Context: an optimization exercise on an open-source flow, tuned for small area, a short achievable clock period and few clock cycles. The choices shown serve that exercise and are no tape-out recipe.
RTL that was checked went through simulation tests only; none was proved equivalent to the original.
No activity file was given, so power comes from the tool's default toggle rates.

==> job 7451 <==
==> flow/design.v (excerpt) <==
module bbt_feistel (
    input  wire         clk,
    input  wire         rst,
    input  wire         cmd_valid,
    output wire         cmd_ready,
    input  wire [2:0]   cmd_op,
    input  wire [31:0]  cmd_arg,
    input  wire [31:0]  cmd_a,
    input  wire [31:0]  cmd_b,
    input  wire [127:0] cmd_fkey,
    output reg          done,
    output reg          err,
    output wire [31:0]  out_a,
    output wire [31:0]  out_b,
    output reg          emit,
    output reg  [12:0]  kr_raddr,
    input  wire [31:0]  kr_rdata,
    output reg          kr_we,
    output wire [12:0]  kr_waddr,
    output reg  [31:0]  kr_wdata
);
clock: 8.0 ns
lec_check: 0
cap_margin: 10
core_margin: 2
core_utilization: 60
cts_buf_list: sky130_fd_sc_hd__clkbuf_8
cts_cluster_diameter: 80
cts_cluster_size: 14
place_density: 0.7
setup_slack_margin: 4.4
slew_margin: 10
standard.sh (not shown) runs the stock make flow with config.mk's settings and CLKGATE_MAP_FILE= SYNTH_SCRIPT=/design/flow/synth_recipe.tcl, a recipe that flattens the netlist after the stock synthesis.
==> flow/flow/run.sh <==
#!/bin/bash
# Standard ORFS layout (the standard.sh) with two changes: the port
# buffers are the smallest buffer cell instead of the one buffer_ports picks
# by default, and the buffers ABC put in the netlist are removed at the
# floorplan (ORFS's REMOVE_ABC_BUFFERS), so the later repair steps buffer
# only where the placed design needs it.
set -euo pipefail
export BUFFER_PORTS_ARGS="-buffer_cell sky130_fd_sc_hd__buf_1"
export REMOVE_ABC_BUFFERS=1
bash standard.sh > standard.log 2>&1
==> job 5386 (differences from job 7451) <==
--- a/flow/design.v
+++ b/flow/design.v
@@ -30,32 +30,36 @@
     reg         s_wait;          
     reg         s_acc;           
     reg         s_chk;           
     reg         s_rnd;           
     reg         s_fin;           
     reg         s_pro1;          
     reg         s_xor;           
+    reg         s_pre;           
+    reg         s_wr;            
     reg [2:0]   op;
     reg         copied, ready, active;
     reg [9:0]   k1h;             
     reg [10:0]  k2h;             
-    reg [28:0]  pairs_left;
     reg [1:0]   pidx;
     reg [2:0]   cyc;             
     reg [3:0]   r;               
     reg [11:0]  cnt;             
     reg         in_k2;           
     reg [31:0]  x, y, acc, w;
     assign cmd_ready = s_acc;
     assign out_a = y;
     assign out_b = x;
     wire fwd  = (op == OP_DESCRAMBLE) || (op == OP_BLOCK_ENC);
     wire desc = (op == OP_DESCRAMBLE);
     wire sf   = (op == OP_SFUNC);
     wire kx   = (op == OP_KEY_XOR);
+    wire spr  = (op == OP_STREAM_PR);
+    wire sbeg = (op == OP_STREAM_BEG);
+    localparam [12:0] CNT = 13'h0400;
     wire [31:0] sum  = acc + kr_rdata;
     wire [31:0] xnew = y ^ sum;
     wire [31:0] yrd  = y ^ kr_rdata;
     function [12:0] tab(input [1:0] t, input [7:0] v);
         tab = {1'b1, 2'b00, t, v};
     endfunction
     function [12:0] key(input f, input [4:0] n);
@@ -68,27 +72,29 @@
                    (op == OP_STREAM_PR)  ? !active : !copied;
     wire chk_end = cmd_bad || (op == OP_KEY_COPY) || (op == OP_STREAM_BEG);
     wire first_k1  = !in_k2 && (cnt == 12'd0);      
     wire k1_end    = !in_k2 && (cnt[11:1] == {1'b0, k1h});
     wire desc_end  = in_k2 && (cnt[11:1] == k2h);
     wire c4        = s_rnd && (cyc == 3'd4);
     wire rnd_last  = c4 && (sf || r == 4'd15);
-    wire swap      = c4 || s_chk || (s_pro1 && !desc_end);
+    wire swap      = c4 || (s_chk && !spr) || s_pre || (s_pro1 && !desc_end);
     wire [11:0] cnt1     = cnt + 12'd1;
     wire        xor_last = (cnt[10:0] == {k1h, 1'b1});
     assign kr_waddr = {in_k2, cnt[11:1], cnt[0] | s_fin};
     always @(posedge clk) begin
         if (rst) begin
             s_wait <= 1'b1;
             s_acc  <= 1'b0;
             s_chk  <= 1'b0;
             s_rnd  <= 1'b0;
             s_fin  <= 1'b0;
             s_pro1 <= 1'b0;
             s_xor  <= 1'b0;
+            s_pre  <= 1'b0;
+            s_wr   <= 1'b0;
             copied <= 1'b0;
             ready  <= 1'b0;
             active <= 1'b0;
             done   <= 1'b0;
             kr_we  <= 1'b0;
         end else begin
             done  <= 1'b0;
@@ -107,17 +113,24 @@
                     s_xor  <= 1'b1;
                 end else begin
                     s_chk <= 1'b1;
                 end
             end
             if (s_chk) begin
                 s_chk <= 1'b0;
-                if (chk_end) begin
-                    done   <= 1'b1;
-                    s_wait <= 1'b1;
+                if (sbeg && !cmd_bad) begin
+                    kr_we <= 1'b1;
+                    s_wr  <= 1'b1;
+                end else if (chk_end) begin
+                    done   <= 1'b1;
+                    s_wait <= 1'b1;
+                end else if (spr) begin
+                    kr_we  <= 1'b1;
+                    active <= (kr_rdata[31:3] != 29'd1);
+                    s_pre  <= 1'b1;
                 end else begin
                     s_rnd <= 1'b1;
                 end
                 if (!cmd_bad) begin
                     case (op)
                     OP_KEY_COPY: begin
                         copied <= 1'b1;
@@ -139,16 +152,24 @@
                 s_fin <= 1'b0;
                 if (desc) begin
                     s_pro1 <= 1'b1;
                     kr_we  <= 1'b1;
                 end else begin
                     done   <= 1'b1;
                     s_wait <= 1'b1;
-                    if (op == OP_STREAM_PR) active <= (pairs_left != 29'd1);
-                end
+                end
+            end
+            if (s_pre) begin
+                s_pre <= 1'b0;
+                s_rnd <= 1'b1;
+            end
+            if (s_wr) begin
+                s_wr   <= 1'b0;
+                done   <= 1'b1;
+                s_wait <= 1'b1;
             end
             if (s_pro1) begin
                 s_pro1 <= 1'b0;
                 if (desc_end) begin
                     ready  <= 1'b1;
                     done   <= 1'b1;
                     s_wait <= 1'b1;
@@ -184,27 +205,34 @@
             y <= sf ? 32'd0 : yrd;
         else if (s_fin)
             y <= sf ? x : yrd;
         else if (swap || s_xor)
             y <= x;
         if (s_acc && kx)
             acc <= cmd_fkey[63:32];
+        else if (s_acc && spr)
+            acc <= 32'hfffffff8;         
         else if (s_rnd && (cyc == 3'd1 || cyc == 3'd2))
             acc <= acc ^ kr_rdata;
         else if (s_rnd && cyc == 3'd3)
             acc <= sum;
         else if (s_xor)
             acc <= w;
         else
             acc <= 32'd0;
-        kr_wdata <= (s_fin || s_xor) ? yrd : xnew;
+        kr_wdata <= (s_fin || s_xor) ? yrd :
+                    (s_chk && spr)   ? sum :
+                    (s_chk && sbeg)  ? x : xnew;
         if (s_wait)
-            kr_raddr <= key(cmd_op == OP_DESCRAMBLE || cmd_op == OP_BLOCK_ENC, 5'd0);
+            kr_raddr <= (cmd_op == OP_STREAM_PR) ? CNT :
+                        key(cmd_op == OP_DESCRAMBLE || cmd_op == OP_BLOCK_ENC, 5'd0);
         else if (s_acc)
-            kr_raddr <= kx ? 13'd0 : sf ? tab(2'd2, cmd_arg[15:8]) : key(fwd, 5'd1);
+            kr_raddr <= kx ? 13'd0 : sf ? tab(2'd2, cmd_arg[15:8]) : key(fwd, spr ? 5'd0 : 5'd1);
+        else if (s_chk && spr)
+            kr_raddr <= key(1'b0, 5'd1);
         else if (swap && !(c4 && r == 4'd15))
             kr_raddr <= tab(2'd2, (s_pro1 && first_k1) ? 8'd0 : xnew[15:8]);
         else if (c4)
             kr_raddr <= key(fwd, 5'd0);
         else if (s_rnd) begin
             case (cyc)
             3'd0: kr_raddr <= tab(2'd1, x[23:16]);
@@ -220,15 +248,15 @@
             cyc <= 3'd0;
             r   <= 4'd0;
         end else begin
             cyc <= (cyc == 3'd4) ? 3'd0 : cyc + 3'd1;
             if (cyc == 3'd4) r <= r + 4'd1;
         end
         if (s_acc) begin
-            cnt   <= kx ? 12'hffe : 12'd0;
+            cnt   <= kx ? 12'hffe : (spr || sbeg) ? CNT[11:0] : 12'd0;
             in_k2 <= 1'b0;
         end else if (s_xor) begin
             cnt <= cnt1;
         end else if (s_pro1) begin
             if (k1_end) begin
                 in_k2 <= 1'b1;
                 cnt   <= 12'd0;
@@ -240,19 +268,16 @@
             err <= 1'b0;
         if (s_chk) begin
             err <= cmd_bad;
             if (op == OP_KEY_COPY && !cmd_bad) begin
                 k1h <= x[10:1] - 10'd1;
                 k2h <= x[27:17] - 11'd1;
             end
-            if (op == OP_STREAM_BEG && !cmd_bad) begin
-                pairs_left <= x[31:3];
-                pidx       <= 2'd0;
-            end
+            if (sbeg && !cmd_bad)
+                pidx <= 2'd0;
         end
         if (s_fin && op == OP_STREAM_PR) begin
             emit       <= pidx[1];
             pidx       <= pidx[1] ? pidx : pidx + 2'd1;
-            pairs_left <= pairs_left - 29'd1;
         end
     end
 endmodule
==> flow/flow/run.sh (replaced) <==
#!/bin/bash
# Standard ORFS layout (the standard.sh) with two changes:
#  - the port buffers are the smallest buffer cell instead of the one
#    buffer_ports picks by default;
#  - synthesis maps the logic with an area-recovering ABC script (yosys's
#    usual liberty script with a 3 ns delay target) instead of ORFS's speed
#    script. Everything else in synthesis (registers, names, flattening) is
#    the standard one: only abc_speed.script differs in the scripts copy.
set -euo pipefail
rm -rf scripts
cp -r "$FLOW_HOME/scripts" scripts
cat > scripts/abc_speed.script <<'ABC'
strash
&get -n
&fraig -x
&put
scorr
dc2
dretime
strash
&get -n
&dch -f
&nf {D}
&put
buffer -c
topo
stime -c
upsize -c
dnsize -c
ABC
export SCRIPTS_DIR="$PWD/scripts"
export BUFFER_PORTS_ARGS="-buffer_cell sky130_fd_sc_hd__buf_1"
bash standard.sh > standard.log 2>&1
==> flow/config.mk (replaced) <==
export PLATFORM = sky130hd
export DESIGN_NAME = bbt_feistel
export DESIGN_NICKNAME = bbt_feistel
export VERILOG_FILES = /design/flow/design.v
export SDC_FILE = /design/flow/constraint.sdc
export NUM_CORES = 4
export LEC_CHECK = 0
export ABC_CLOCK_PERIOD_IN_PS = 3000
export CAP_MARGIN = 20
export CORE_MARGIN = 2
export CORE_UTILIZATION = 40
export SETUP_SLACK_MARGIN = 4
export SLEW_MARGIN = 20
==> job 4924 (differences from job 7451) <==
--- a/flow/design.v
+++ b/flow/design.v
@@ -29,14 +29,17 @@
     localparam OP_STREAM_PR  = 3'd7;
     reg         s_wait;          
     reg         s_acc;           
     reg         s_chk;           
     reg         s_rnd;           
     reg         s_fin;           
     reg         s_pro1;          
+    reg         s_pro2;          
+    reg         s_rst;           
+    reg         s_sf2;           
     reg         s_xor;           
     reg [2:0]   op;
     reg         copied, ready, active;
     reg [9:0]   k1h;             
     reg [10:0]  k2h;             
     reg [28:0]  pairs_left;
     reg [1:0]   pidx;
@@ -48,46 +51,53 @@
     assign cmd_ready = s_acc;
     assign out_a = y;
     assign out_b = x;
     wire fwd  = (op == OP_DESCRAMBLE) || (op == OP_BLOCK_ENC);
     wire desc = (op == OP_DESCRAMBLE);
     wire sf   = (op == OP_SFUNC);
     wire kx   = (op == OP_KEY_XOR);
-    wire [31:0] sum  = acc + kr_rdata;
-    wire [31:0] xnew = y ^ sum;
-    wire [31:0] yrd  = y ^ kr_rdata;
+    wire first_k1  = !in_k2 && (cnt == 12'd0);      
+    wire k1_end    = !in_k2 && (cnt[11:1] == {1'b0, k1h});
+    wire desc_end  = in_k2 && (cnt[11:1] == k2h);
+    wire        c0   = s_rnd && (cyc == 3'd0);
+    wire        c4   = s_rnd && (cyc == 3'd4);
+    wire        swap = c4 || s_chk || (s_pro2 && !desc_end && !first_k1);
+    wire        fold = (c0 && !sf) || s_fin;
+    wire [31:0] wrd  = w ^ kr_rdata;
+    wire [8:0]  slo  = {1'b0, acc[7:0]} + {1'b0, wrd[7:0]};
+    wire [7:0]  xlo  = y[7:0] ^ slo[7:0];
+    wire [31:0] aw   = acc + w;
+    wire [23:0] xhi  = y[31:8] ^ aw[31:8];
     function [12:0] tab(input [1:0] t, input [7:0] v);
         tab = {1'b1, 2'b00, t, v};
     endfunction
     function [12:0] key(input f, input [4:0] n);
         key = {8'd0, f ? n : 5'd17 - n};
     endfunction
     wire len_ok = !x[0] && x[15:0] >= 16'd18 && x[15:0] <= 16'd1024 &&
                   !x[16] && x[31:16] >= 16'd1024 && x[31:16] <= 16'd4096;
     wire cmd_bad = (op == OP_KEY_COPY)   ? !len_ok :
                    (op == OP_STREAM_BEG) ? (!ready || x[2:0] != 3'd0) :
                    (op == OP_STREAM_PR)  ? !active : !copied;
     wire chk_end = cmd_bad || (op == OP_KEY_COPY) || (op == OP_STREAM_BEG);
-    wire first_k1  = !in_k2 && (cnt == 12'd0);      
-    wire k1_end    = !in_k2 && (cnt[11:1] == {1'b0, k1h});
-    wire desc_end  = in_k2 && (cnt[11:1] == k2h);
-    wire c4        = s_rnd && (cyc == 3'd4);
     wire rnd_last  = c4 && (sf || r == 4'd15);
-    wire swap      = c4 || s_chk || (s_pro1 && !desc_end);
     wire [11:0] cnt1     = cnt + 12'd1;
     wire        xor_last = (cnt[10:0] == {k1h, 1'b1});
-    assign kr_waddr = {in_k2, cnt[11:1], cnt[0] | s_fin};
+    assign kr_waddr = {in_k2, cnt[11:1], cnt[0] | s_pro1};
     always @(posedge clk) begin
         if (rst) begin
             s_wait <= 1'b1;
             s_acc  <= 1'b0;
             s_chk  <= 1'b0;
             s_rnd  <= 1'b0;
             s_fin  <= 1'b0;
             s_pro1 <= 1'b0;
+            s_pro2 <= 1'b0;
+            s_rst  <= 1'b0;
+            s_sf2  <= 1'b0;
             s_xor  <= 1'b0;
             copied <= 1'b0;
             ready  <= 1'b0;
             active <= 1'b0;
             done   <= 1'b0;
             kr_we  <= 1'b0;
         end else begin
@@ -105,14 +115,18 @@
                     ready  <= 1'b0;
                     active <= 1'b0;
                     s_xor  <= 1'b1;
                 end else begin
                     s_chk <= 1'b1;
                 end
             end
+            if (s_rst) begin
+                s_rst <= 1'b0;
+                s_chk <= 1'b1;
+            end
             if (s_chk) begin
                 s_chk <= 1'b0;
                 if (chk_end) begin
                     done   <= 1'b1;
                     s_wait <= 1'b1;
                 end else begin
                     s_rnd <= 1'b1;
@@ -129,33 +143,46 @@
                     default: ;
                     endcase
                 end
             end
             if (rnd_last) begin
                 s_rnd <= 1'b0;
                 s_fin <= 1'b1;
-                kr_we <= desc;
             end
             if (s_fin) begin
                 s_fin <= 1'b0;
                 if (desc) begin
                     s_pro1 <= 1'b1;
                     kr_we  <= 1'b1;
+                end else if (sf) begin
+                    s_sf2 <= 1'b1;
                 end else begin
                     done   <= 1'b1;
                     s_wait <= 1'b1;
                     if (op == OP_STREAM_PR) active <= (pairs_left != 29'd1);
                 end
             end
+            if (s_sf2) begin
+                s_sf2  <= 1'b0;
+                done   <= 1'b1;
+                s_wait <= 1'b1;
+            end
             if (s_pro1) begin
                 s_pro1 <= 1'b0;
+                s_pro2 <= 1'b1;
+                kr_we  <= 1'b1;
+            end
+            if (s_pro2) begin
+                s_pro2 <= 1'b0;
                 if (desc_end) begin
                     ready  <= 1'b1;
                     done   <= 1'b1;
                     s_wait <= 1'b1;
+                end else if (first_k1) begin
+                    s_rst <= 1'b1;
                 end else begin
                     s_rnd <= 1'b1;
                 end
             end
             if (s_xor) begin
                 if (xor_last) begin
                     done   <= 1'b1;
@@ -164,59 +191,82 @@
                 end else begin
                     kr_we <= !cnt1[11];
                 end
             end
         end
     end
     always @(posedge clk) begin
-        w <= s_acc ? cmd_fkey[95:64] : y;
         if (s_wait) op <= cmd_op;
         if (s_acc)
-            x <= kx ? cmd_fkey[31:0] :
+            x <= kx ? cmd_fkey[63:32] :
                  (sf || op == OP_KEY_COPY || op == OP_STREAM_BEG) ? cmd_arg :
                  desc ? 32'd0 : cmd_b;
-        else if (swap)
-            x <= (s_pro1 && first_k1) ? 32'd0 : xnew;    
         else if (s_xor)
             x <= acc;
-        if (s_acc)
-            y <= kx ? cmd_fkey[127:96] : (sf || desc) ? 32'd0 : cmd_a;
-        else if (s_rnd && cyc == 3'd0)
-            y <= sf ? 32'd0 : yrd;
-        else if (s_fin)
-            y <= sf ? x : yrd;
-        else if (swap || s_xor)
+        else begin
+            if (swap) x[7:0]  <= xlo;
+            if (fold) x[31:8] <= xhi;
+        end
+        if (s_acc) begin
+            y[31:8] <= kx ? cmd_fkey[31:8] : sf ? cmd_arg[31:8] : desc ? 24'd0 : cmd_a[31:8];
+            y[7:0]  <= kx ? cmd_fkey[7:0] : (sf || desc) ? 8'd0 : cmd_a[7:0];
+        end else if (c0 && sf)
+            y <= 32'd0;
+        else if (s_xor || s_sf2)
             y <= x;
+        else begin
+            if (swap) y[7:0]  <= x[7:0];
+            if (fold) begin
+                y[31:8] <= x[31:8] ^ kr_rdata[31:8];
+                y[7:0]  <= y[7:0] ^ kr_rdata[7:0];
+            end
+        end
         if (s_acc && kx)
-            acc <= cmd_fkey[63:32];
-        else if (s_rnd && (cyc == 3'd1 || cyc == 3'd2))
-            acc <= acc ^ kr_rdata;
+            acc <= cmd_fkey[95:64];
+        else if ((s_rnd && cyc == 3'd2) || s_xor)
+            acc <= w;                            
         else if (s_rnd && cyc == 3'd3)
-            acc <= sum;
-        else if (s_xor)
-            acc <= w;
+            acc <= aw;                           
+        else if (swap)
+            acc <= {acc[31:8], 8'hff};           
         else
             acc <= 32'd0;
-        kr_wdata <= (s_fin || s_xor) ? yrd : xnew;
+        if (s_acc && kx)
+            w <= cmd_fkey[127:96];
+        else if (s_rnd && (cyc == 3'd1 || cyc == 3'd2 || cyc == 3'd3))
+            w <= kr_rdata;                       
+        else if (swap)
+            w <= {wrd[31:8], 7'd0, slo[8]};      
+        else if (s_xor)
+            w <= y;
+        else
+            w <= 32'd0;
+        if (s_fin)
+            kr_wdata <= {xhi, x[7:0]};
+        else if (s_pro1)
+            kr_wdata <= y;
+        else
+            kr_wdata <= wrd;
         if (s_wait)
             kr_raddr <= key(cmd_op == OP_DESCRAMBLE || cmd_op == OP_BLOCK_ENC, 5'd0);
-        else if (s_acc)
-            kr_raddr <= kx ? 13'd0 : sf ? tab(2'd2, cmd_arg[15:8]) : key(fwd, 5'd1);
-        else if (swap && !(c4 && r == 4'd15))
-            kr_raddr <= tab(2'd2, (s_pro1 && first_k1) ? 8'd0 : xnew[15:8]);
-        else if (c4)
-            kr_raddr <= key(fwd, 5'd0);
+        else if (s_acc || s_rst)
+            kr_raddr <= (s_acc && kx) ? 13'd0 : (s_acc && sf) ? tab(2'd3, cmd_arg[7:0]) :
+                        key(fwd, 5'd1);
+        else if (swap)
+            kr_raddr <= tab(2'd3, xlo);                      
         else if (s_rnd) begin
             case (cyc)
-            3'd0: kr_raddr <= tab(2'd1, x[23:16]);
-            3'd1: kr_raddr <= tab(2'd3, x[7:0]);
-            3'd2: kr_raddr <= tab(2'd0, x[31:24]);
+            3'd0: kr_raddr <= tab(2'd0, sf ? x[31:24] : xhi[23:16]);    
+            3'd1: kr_raddr <= tab(2'd2, x[15:8]);            
+            3'd2: kr_raddr <= tab(2'd1, x[23:16]);           
             default: kr_raddr <= key(fwd, {1'b0, r} + 5'd2);
             endcase
-        end else if (s_fin)
+        end else if (s_fin || s_pro2)
+            kr_raddr <= key(fwd, 5'd0);
+        else if (s_pro1)
             kr_raddr <= key(fwd, 5'd1);
         else if (s_xor)
             kr_raddr <= {3'd0, cnt[9:0] + 10'd3};
         if (!s_rnd) begin
             cyc <= 3'd0;
             r   <= 4'd0;
         end else begin
@@ -224,15 +274,15 @@
             if (cyc == 3'd4) r <= r + 4'd1;
         end
         if (s_acc) begin
             cnt   <= kx ? 12'hffe : 12'd0;
             in_k2 <= 1'b0;
         end else if (s_xor) begin
             cnt <= cnt1;
-        end else if (s_pro1) begin
+        end else if (s_pro2) begin
             if (k1_end) begin
                 in_k2 <= 1'b1;
                 cnt   <= 12'd0;
             end else begin
                 cnt <= cnt + 12'd2;
             end
         end
==> flow/flow/run.sh (replaced) <==
#!/bin/bash
# Standard ORFS layout, with the port buffers made of the smallest buffer
# cell instead of the one buffer_ports picks by default.
set -euo pipefail
export BUFFER_PORTS_ARGS="-buffer_cell sky130_fd_sc_hd__buf_1"
bash standard.sh > standard.log 2>&1
==> job 7264 (differences from job 7451) <==
==> flow/flow/run.sh (replaced) <==
#!/bin/bash
# Standard ORFS layout, with the port buffers made of the smallest buffer
# cell instead of the one buffer_ports picks by default.
set -euo pipefail
export BUFFER_PORTS_ARGS="-buffer_cell sky130_fd_sc_hd__buf_1"
bash standard.sh > standard.log 2>&1
--- a/flow/config.mk
+++ b/flow/config.mk
@@ -8,9 +8,9 @@
 export CAP_MARGIN = 10
 export CORE_MARGIN = 2
 export CORE_UTILIZATION = 60
 export CTS_BUF_LIST = sky130_fd_sc_hd__clkbuf_8
 export CTS_CLUSTER_DIAMETER = 80
 export CTS_CLUSTER_SIZE = 14
 export PLACE_DENSITY = 0.7
-export SETUP_SLACK_MARGIN = 4.4
+export SETUP_SLACK_MARGIN = 4.8
 export SLEW_MARGIN = 10
==> qor summary <==
quantity	job 7451	job 5386	job 4924	job 7264
Core outline area	26700 um2	36300 um2	31600 um2	26700 um2
Max incr delay on CP	0.45 ns	0.36 ns	0.51 ns	0.37 ns
Clk slew on worst S/H paths	0.10 ns	0.06 ns	0.12 ns	0.10 ns
Number of buffers created by CTS	22	28	23	22
Worst reg2reg path endpoint	pairs_left[7]	x[31]	x[25]	pidx[0]
Skew-Pair Late Insertion Delay	0.62 ns	0.56 ns	0.62 ns	0.60 ns
Data required time of the critical path	8.33 ns	8.29 ns	8.39 ns	8.35 ns
Run status	no timing/DRC/antenna violations	no timing/DRC/antenna violations	no timing/DRC/antenna violations	no timing/DRC/antenna violations
FF-to-FF Start	x[21]	acc[1]	w[1]	x[23]
Worst Setup Path Type	in2reg	in2reg	reg2reg	in2reg
Destination of the critical timing path	x[27]	x[28]	x[25]	x[26]
Total power consumption of the routed design	2.92 mW	3.56 mW	3.13 mW	2.98 mW
ANT cells	2	0	4	1
Fraction of area in multi-input gates	49.8%	47.4%	53.9%	50.0%
Testbench counts of job 7451, summed over its fixed seeds: cycles 420,510.
Testbench counts of job 5386, summed over its fixed seeds: cycles 421,286.
Testbench counts of job 7264, summed over its fixed seeds: cycles 420,510.
For job 4924, only the layout was checked, not whether the RTL still works.

-- port drivers added, routing unchanged --
How much do the figures lean on ideal ports? The routed layouts below were timed once more, with nothing changed but the port constraints.
Step 1 sets driving cells, clkbuf_16 on the clock port and buf_2 on the other inputs (assumed; they add their load-dependent delay and slew).
Step 2 adds t to the input delays and takes it off the output delays; t is the mean of the earliest and latest rising clock arrival at the registers after step 1. Input paths then give back, and output paths get back, about the clock's delay inside the block.
Slacks: no drivers / after step 1 / after step 2; pairs: no drivers / after step 1.
| run | shift t [ns] | setup WS [ns] | slew at the worst register clock pin (ns) |
|---|---|---|---|
| job 7451 | 0.645 | 4.439 / 4.440 / 3.808 | 0.12 / 0.12 |
| job 5386 | 0.611 | 2.861 / 2.881 / 2.270 | 0.07 / 0.07 |
| job 4924 | 0.641 | 4.394 / 4.348 / 4.013 | 0.12 / 0.12 |
| job 7264 | 0.631 | 4.336 / 4.338 / 3.707 | 0.11 / 0.11 |
After both steps every run listed still meets setup and hold. The setup slack of job 7451, which loses most, moves by +0.001 ns with the drivers and by -0.631 ns with both steps.
